From an optimization exercise on the open Yosys and OpenROAD flow, aimed at small area, a short achievable clock period and few clock cycles; shortcuts taken in it are not production practice.
No activity file was given, so power comes from the tool's default toggle rates.

==> run a: inputs <==
Design dshot_core, start of the top module:
module dshot_core (
  input  wire         clk,
  input  wire         rst,
  input  wire         cmd_valid,
  output wire         cmd_ready,
  input  wire [39:0]  cmd,
  output reg          rdata_valid,
  output reg  [31:0]  rdata,
  output reg          ev_valid,
  output reg  [146:0] ev
);
  localparam [3:0] OP_CFGW   = 4'h1;
  localparam [3:0] OP_CFGR   = 4'h2;
  localparam [3:0] OP_START  = 4'h3;
  localparam [3:0] OP_SAMPLE = 4'h4;
  localparam [3:0] OP_END    = 4'h5;
  localparam [1:0] RUN_IDLE      = 2'b00;
  localparam [1:0] RUN_RUNNING   = 2'b01;
  localparam [1:0] RUN_FAULTED   = 2'b10;
  localparam [1:0] RUN_EXHAUSTED = 2'b11;
  localparam [1:0] BX_IDLE    = 2'b00;
  localparam [1:0] BX_STARTED = 2'b01;
  localparam [1:0] BX_BOUNDED = 2'b10;
  localparam [19:0] DIV5 = 20'd390625;    
  reg         ctrl_bidir;
  reg  [1:0]  ctrl_rate;
  reg  [31:0] samplerate;
  reg         sr_set;       
  reg  [63:0] idxbase;
  reg         base_lo_set, base_hi_set;
  reg  [1:0]  run;
  reg  [1:0]  fault;
  reg  [14:0] period;       
  reg  [16:0] timeout;      
  reg         pt_set;       
  reg         rdy;
  reg         q_cfgr, q_start, q_sample, q_end;
  reg  [6:0]  q_rsel;       
  reg         q_s;
  reg         prev_valid;
  reg         prev;
  reg  [16:0] idle;
  reg  [63:0] idx;
  reg  [1:0]  bx;
  reg  [63:0] pc_start;
  reg         ps_load;      
  reg  [16:0] duty;         
  reg         dlong;        
  reg  [14:0] kcnt;         
  reg         k_done;
  reg         ln_load;      
  reg  [15:0] shift;
  reg  [4:0]  bcnt;
  reg  [63:0] first_start;
  reg  [63:0] nib_start;
  reg  [63:0] last_next;    
  reg         e_bit;        
  reg         e_fin;        
  reg         e_l16;        
  reg         e_2;          
  reg         e_3;          
  reg         e_4;          
  reg         s_ps, s_fs, s_ns;       
  reg         t_idx, t_ns, t_ln;      
  ...
clock: 14.0 ns
lec_check: 0
cap_margin: 20
core_margin: 2
core_utilization: 60
place_density: 0.7
slew_margin: 20
standard.sh (not shown) runs the stock make flow with config.mk's settings and CLKGATE_MAP_FILE= SYNTH_SCRIPT=/design/flow/synth_recipe.tcl, a recipe that flattens the netlist after the stock synthesis.
==> flow/flow/run.sh <==
#!/bin/bash
# Standard ORFS layout, with timing repair aiming well below the clock period.
bash standard.sh SETUP_SLACK_MARGIN=10 TNS_END_PERCENT=100 finish > standard.log 2>&1
==> run b (differences from run a) <==
--- a/flow/design.v
+++ b/flow/design.v
@@ -36,13 +36,13 @@
   reg         rdy;
   reg         q_cfgr, q_start, q_sample, q_end;
   reg  [6:0]  q_rsel;       
   reg         q_s;
   reg         prev_valid;
   reg         prev;
-  reg  [16:0] idle;
+  reg  [16:0] idle;         
   reg  [63:0] idx;
   reg  [1:0]  bx;
   reg  [63:0] pc_start;
   reg         ps_load;      
   reg  [16:0] duty;         
   reg         dlong;        
@@ -57,16 +57,14 @@
   reg         e_bit;        
   reg         e_fin;        
   reg         e_l16;        
   reg         e_2;          
   reg         e_3;          
   reg         e_4;          
-  reg         s_ps, s_fs, s_ns;       
-  reg         t_idx, t_ns, t_ln;      
   reg         dv;
-  reg  [6:0]  dv_cnt;
+  reg         sr_nz;        
   reg         t_prev, t_cy;
   wire [3:0]  op   = cmd[39:36];
   wire [3:0]  addr = cmd[35:32];
   wire [31:0] data = cmd[31:0];
   assign cmd_ready = rdy;
   wire accept  = cmd_valid && rdy;
@@ -91,22 +89,22 @@
       end
     end
   endgenerate
   wire [63:0] smp_idx = idx ^ inc_c;
   wire [16:0] idle_n  = idle + 17'd1;
   wire        edge_d  = prev ^ q_s;
-  wire        tmo     = !edge_d && (idle_n == timeout);
+  wire        tmo     = !edge_d && (idle == timeout);
   wire        e_start = edge_d && (q_s ^ ctrl_bidir);
   wire        e_end   = edge_d && !(q_s ^ ctrl_bidir);
   wire [14:0] kcnt_n  = kcnt + 15'd1;
   wire        bounded  = (bx == BX_BOUNDED);
   wire        do_next  = act_smp && bounded && e_start;
   wire        do_final = act_smp && bounded && tmo;
   wire        do_bit   = do_next || do_final;
   wire        val_next  = dlong || (duty > idle);
-  wire        val_final = dlong || ({duty, 1'b1} >= {3'd0, period});
+  wire        val_final = dlong || ({duty, 1'b0} > {3'd0, period});
   wire        bit_val   = do_final ? val_final : val_next;
   wire [4:0]  bcnt_n  = (bcnt == 5'd31) ? 5'd31 : bcnt + 5'd1;
   wire [15:0] shift_n = {shift[14:0], bit_val};
   function [3:0] fold_exp(input [15:0] f, input bidir);
     fold_exp = (f[15:12] ^ f[11:8] ^ f[7:4]) ^ {4{bidir}};
   endfunction
@@ -119,50 +117,63 @@
       2'b01:   rate_m = 10'd333;
       2'b10:   rate_m = 10'd167;
       default: rate_m = 10'd83;
     endcase
   end
   wire [41:0] w        = pc_start[41:0];
+  wire [6:0]  dv_cnt   = idle[6:0];                   
   wire        dv_mul   = (dv_cnt[6:5] == 2'b00);        
   wire        dv_div   = (dv_cnt[6:5] == 2'b01) && (dv_cnt[4:0] < 5'd15);    
   wire        dv_load  = (dv_cnt == 7'd47);             
   wire        dv_last  = (dv_cnt == 7'd65);             
   wire [10:0] mul_sum  = {1'b0, w[41:32]} + (w[0] ? {1'b0, rate_m} : 11'd0);
   wire [19:0] div_tr   = {w[41:23], w[22]};
   wire        div_ge   = (div_tr >= DIV5);
   wire [19:0] div_df   = div_tr - DIV5;
   wire [18:0] div_r    = div_ge ? div_df[18:0] : div_tr[18:0];
   wire [14:0] n_res    = w[22:8];
-  wire        sr_zero  = !sr_set || (samplerate == 32'd0);
   wire [1:0]  t_sum    = {1'b0, timeout[0]} + {1'b0, t_prev} + {1'b0, t_cy};
   wire [31:0] status_word = {17'd0, bcnt, bx, 2'b00, fault, 2'b00, run};
-  always @(*) begin
-    rdata_valid = q_cfgr;
-    rdata = ({32{q_rsel[0]}} & {29'd0, ctrl_rate, ctrl_bidir})
-          | ({32{q_rsel[1]}} & samplerate)
-          | ({32{q_rsel[2]}} & status_word)
-          | ({32{q_rsel[3]}} & {17'd0, period})
-          | ({32{q_rsel[4]}} & {15'd0, timeout})
-          | ({32{q_rsel[5]}} & idxbase[31:0])
-          | ({32{q_rsel[6]}} & idxbase[63:32]);
-  end
+  wire        n_bit = do_bit;
+  wire        n_2   = e_bit && e_fin;
+  wire        n_3   = e_2 && e_l16;
+  wire        n_4   = e_3 && bad_now;
   wire        is_cmd = (shift[15:5] < 11'd48);
+  reg  [18:0] ev_lo;
   always @(*) begin
-    ev_valid = e_bit || e_2 || e_3 || e_4;
-    ev[146:83] = ({64{s_ps}} & pc_start) | ({64{s_fs}} & first_start) | ({64{s_ns}} & nib_start);
-    ev[82:19]  = ({64{t_idx}} & idx) | ({64{t_ns}} & nib_start) | ({64{t_ln}} & last_next);
-    if (e_bit)
-      ev[18:0] = {3'd0, 15'd0, shift[0]};
-    else if (e_2 && e_l16)
-      ev[18:0] = {(is_cmd ? 3'd1 : 3'd2), 5'd0, shift[15:5]};
-    else if (e_2)
-      ev[18:0] = {3'd4, 16'd1};
-    else if (e_3)
-      ev[18:0] = {3'd3, 8'd0, fold_exp(shift, ctrl_bidir), shift[3:0]};
+    if (n_bit)
+      ev_lo = {3'd0, 15'd0, bit_val};
+    else if (n_2 && e_l16)
+      ev_lo = {(is_cmd ? 3'd1 : 3'd2), 5'd0, shift[15:5]};
+    else if (n_2)
+      ev_lo = {3'd4, 16'd1};
+    else if (n_3)
+      ev_lo = {3'd3, 8'd0, fold_exp(shift, ctrl_bidir), shift[3:0]};
     else
-      ev[18:0] = {3'd4, 16'd2};
+      ev_lo = {3'd4, 16'd2};
+  end
+  always @(posedge clk) begin
+    rdata <= ({32{q_rsel[0]}} & {29'd0, ctrl_rate, ctrl_bidir})
+           | ({32{q_rsel[1]}} & samplerate)
+           | ({32{q_rsel[2]}} & status_word)
+           | ({32{q_rsel[3]}} & {17'd0, period})
+           | ({32{q_rsel[4]}} & {15'd0, timeout})
+           | ({32{q_rsel[5]}} & idxbase[31:0])
+           | ({32{q_rsel[6]}} & idxbase[63:32]);
+    ev[146:83] <= ({64{n_bit}} & pc_start) | ({64{n_2}} & first_start)
+                | ({64{n_3 || n_4}} & nib_start);
+    ev[82:19]  <= ({64{do_next}} & smp_idx) | ({64{n_2 && e_l16}} & nib_start)
+                | ({64{do_final || (n_2 && !e_l16) || n_3 || n_4}} & last_next);
+    ev[18:0]   <= ev_lo;
+    if (rst) begin
+      rdata_valid <= 1'b0;
+      ev_valid    <= 1'b0;
+    end else begin
+      rdata_valid <= q_cfgr;
+      ev_valid    <= n_bit || n_2 || n_3 || n_4;
+    end
   end
   always @(posedge clk) begin
     if (rst) begin
       ctrl_bidir  <= 1'b0;
       ctrl_rate   <= 2'b00;
       sr_set      <= 1'b0;
@@ -171,18 +182,12 @@
       run         <= RUN_IDLE;
       fault       <= 2'd0;
       pt_set      <= 1'b0;
       rdy         <= 1'b1;
       q_cfgr      <= 1'b0;
       q_rsel      <= 7'd0;
-      s_ps        <= 1'b0;
-      s_fs        <= 1'b0;
-      s_ns        <= 1'b0;
-      t_idx       <= 1'b0;
-      t_ns        <= 1'b0;
-      t_ln        <= 1'b0;
       q_start     <= 1'b0;
       q_sample    <= 1'b0;
       q_end       <= 1'b0;
       prev_valid  <= 1'b0;
       prev        <= 1'b0;
       idle        <= 17'd0;
@@ -231,28 +236,29 @@
         prev       <= 1'b0;
         idle       <= 17'd0;
         bx         <= BX_IDLE;
         dlong      <= 1'b0;
         k_done     <= 1'b1;
         bcnt       <= 5'd0;
-        if (sr_zero) begin
+        if (!sr_set) begin
           pt_set <= 1'b0;
           fault  <= 2'd1;
           run    <= RUN_FAULTED;
         end else begin
           pc_start[41:0] <= {10'd0, samplerate};
-          dv_cnt <= 7'd0;
+          sr_nz  <= 1'b0;
           dv     <= 1'b1;
           rdy    <= 1'b0;
         end
       end
       if (dv) begin
         rdy    <= dv_last;
-        dv_cnt <= dv_cnt + 7'd1;
+        idle   <= idle_n;
         if (dv_mul) begin
           pc_start[41:0] <= {mul_sum, w[31:1]};
+          sr_nz <= sr_nz | w[0];
         end
         if (dv_div) begin
           pc_start[41:23] <= div_r;
           pc_start[22:8]  <= {w[21:8], div_ge};
         end
         if (dv_load) begin
@@ -265,13 +271,17 @@
           timeout <= {t_sum[0], timeout[16:1]};
           t_prev  <= timeout[0];
           t_cy    <= t_sum[1];
         end
         if (dv_last) begin
           dv <= 1'b0;
-          if (period == 15'd0) begin
+          if (!sr_nz) begin
+            pt_set <= 1'b0;
+            fault  <= 2'd1;
+            run    <= RUN_FAULTED;
+          end else if (period == 15'd0) begin
             pt_set <= 1'b0;
             fault  <= 2'd2;
             run    <= RUN_FAULTED;
           end else begin
             pt_set <= 1'b1;
             fault  <= 2'd0;
@@ -280,31 +290,31 @@
         end
       end
       if (ref_smp) begin
         prev_valid <= 1'b1;
         prev       <= q_s;
         idx        <= {base_hi_set ? idxbase[63:32] : 32'd0, base_lo_set ? idxbase[31:0] : 32'd0};
-        idle       <= 17'd0;
+        idle       <= 17'd1;
       end else if (act_smp) begin
         prev <= q_s;
         idx  <= smp_idx;
-        idle <= (edge_d || tmo) ? 17'd0 : idle_n;
+        idle <= (edge_d || tmo) ? 17'd1 : idle_n;
         if (!k_done) begin
           kcnt <= kcnt_n;
-          if (kcnt_n == period) begin
+          if (kcnt == period) begin
             k_done  <= 1'b1;
             ln_load <= 1'b1;
           end
         end
         case (bx)
           BX_IDLE: begin
             if (e_start) begin
               bx      <= BX_STARTED;
               ps_load <= 1'b1;
               dlong   <= 1'b0;
-              kcnt    <= 15'd0;
+              kcnt    <= 15'd1;
               k_done  <= 1'b0;
             end
           end
           BX_STARTED: begin
             if (e_end) begin
               bx   <= BX_BOUNDED;
@@ -315,13 +325,13 @@
           end
           BX_BOUNDED: begin
             if (e_start) begin
               bx      <= BX_STARTED;
               ps_load <= 1'b1;
               dlong   <= 1'b0;
-              kcnt    <= 15'd0;
+              kcnt    <= 15'd1;
               k_done  <= 1'b0;
               ln_load <= 1'b0;
             end else if (tmo) begin
               bx <= BX_IDLE;
             end
           end
@@ -338,15 +348,9 @@
       e_bit <= do_bit;
       e_fin <= do_final;
       if (do_final) e_l16 <= (bcnt_n == 5'd16);
       e_2 <= e_bit && e_fin;
       e_3 <= e_2 && e_l16;
       e_4 <= e_3 && bad_now;
-      s_ps  <= do_bit;
-      s_fs  <= e_bit && e_fin;
-      s_ns  <= (e_2 && e_l16) || (e_3 && bad_now);
-      t_idx <= do_next;
-      t_ns  <= e_bit && e_fin && e_l16;
-      t_ln  <= do_final || (e_bit && e_fin && !e_l16) || (e_2 && e_l16) || (e_3 && bad_now);
     end
   end
 endmodule
CORE_UTILIZATION = 45   (was 60)
PLACE_DENSITY = 0.65   (was 0.7)
==> qor.csv <==
metric,value,unit
top cell types by occurrence after synthesis,"502 x sky130_fd_sc_hd__edfxtp_1, 287 x sky130_fd_sc_hd__nand2_1, 233 x sky130_fd_sc_hd__dfxtp_1",
Power Density,126,nW/um^2
headroom to the max-slew limit,33.4,%
status,finished clean,
number of cells in the finished layout apart from fillers,3666,
power drawn by the combinational cells,0.0845,mW
kind of capture point of the worst setup path,flip-flop,
Source of the figures above: run b

==> qor.csv <==
metric,value,unit
headroom to the max-slew limit,26.0,%
power drawn by the combinational cells,0.0924,mW
Power Density,98.8,nW/um^2
status,finished clean,
top cell types by occurrence after synthesis,"508 x sky130_fd_sc_hd__edfxtp_1, 205 x sky130_fd_sc_hd__inv_1, 163 x sky130_fd_sc_hd__nand2_1",
Source of the figures above: run a

No functional check of the RTL was part of any run of this note.

-- what the ideal ports hide --
How much do the figures lean on ideal ports? The routed layouts below were timed once more, with nothing changed but the port constraints. Step 1: set_driving_cell puts a clkbuf_16 on clk and a buf_2 on each other input, an assumption about the parent block. Step 2 adds t to the input delays and takes it off the output delays; t is the mean of the earliest and latest rising clock arrival at the registers after step 1. Input paths then give back, and output paths get back, about the clock's delay inside the block. Slacks: no drivers / after step 1 / after step 2; pairs: no drivers / after step 1.
run | t (ns) | slack for setup (ns) | worst setup path after step 2 | latest minus earliest clock arrival (ns)
run a | 0.689 | 8.898 / 8.836 / 9.205 | input to register | 0.023 / 0.023
run b | 0.706 | 10.011 / 9.956 / 9.343 | input to register | 0.043 / 0.043
After both steps setup and hold are still met in every run listed. For run b, which loses most, drivers alone change the setup slack by -0.055 ns; drivers and shift together by -0.668 ns.
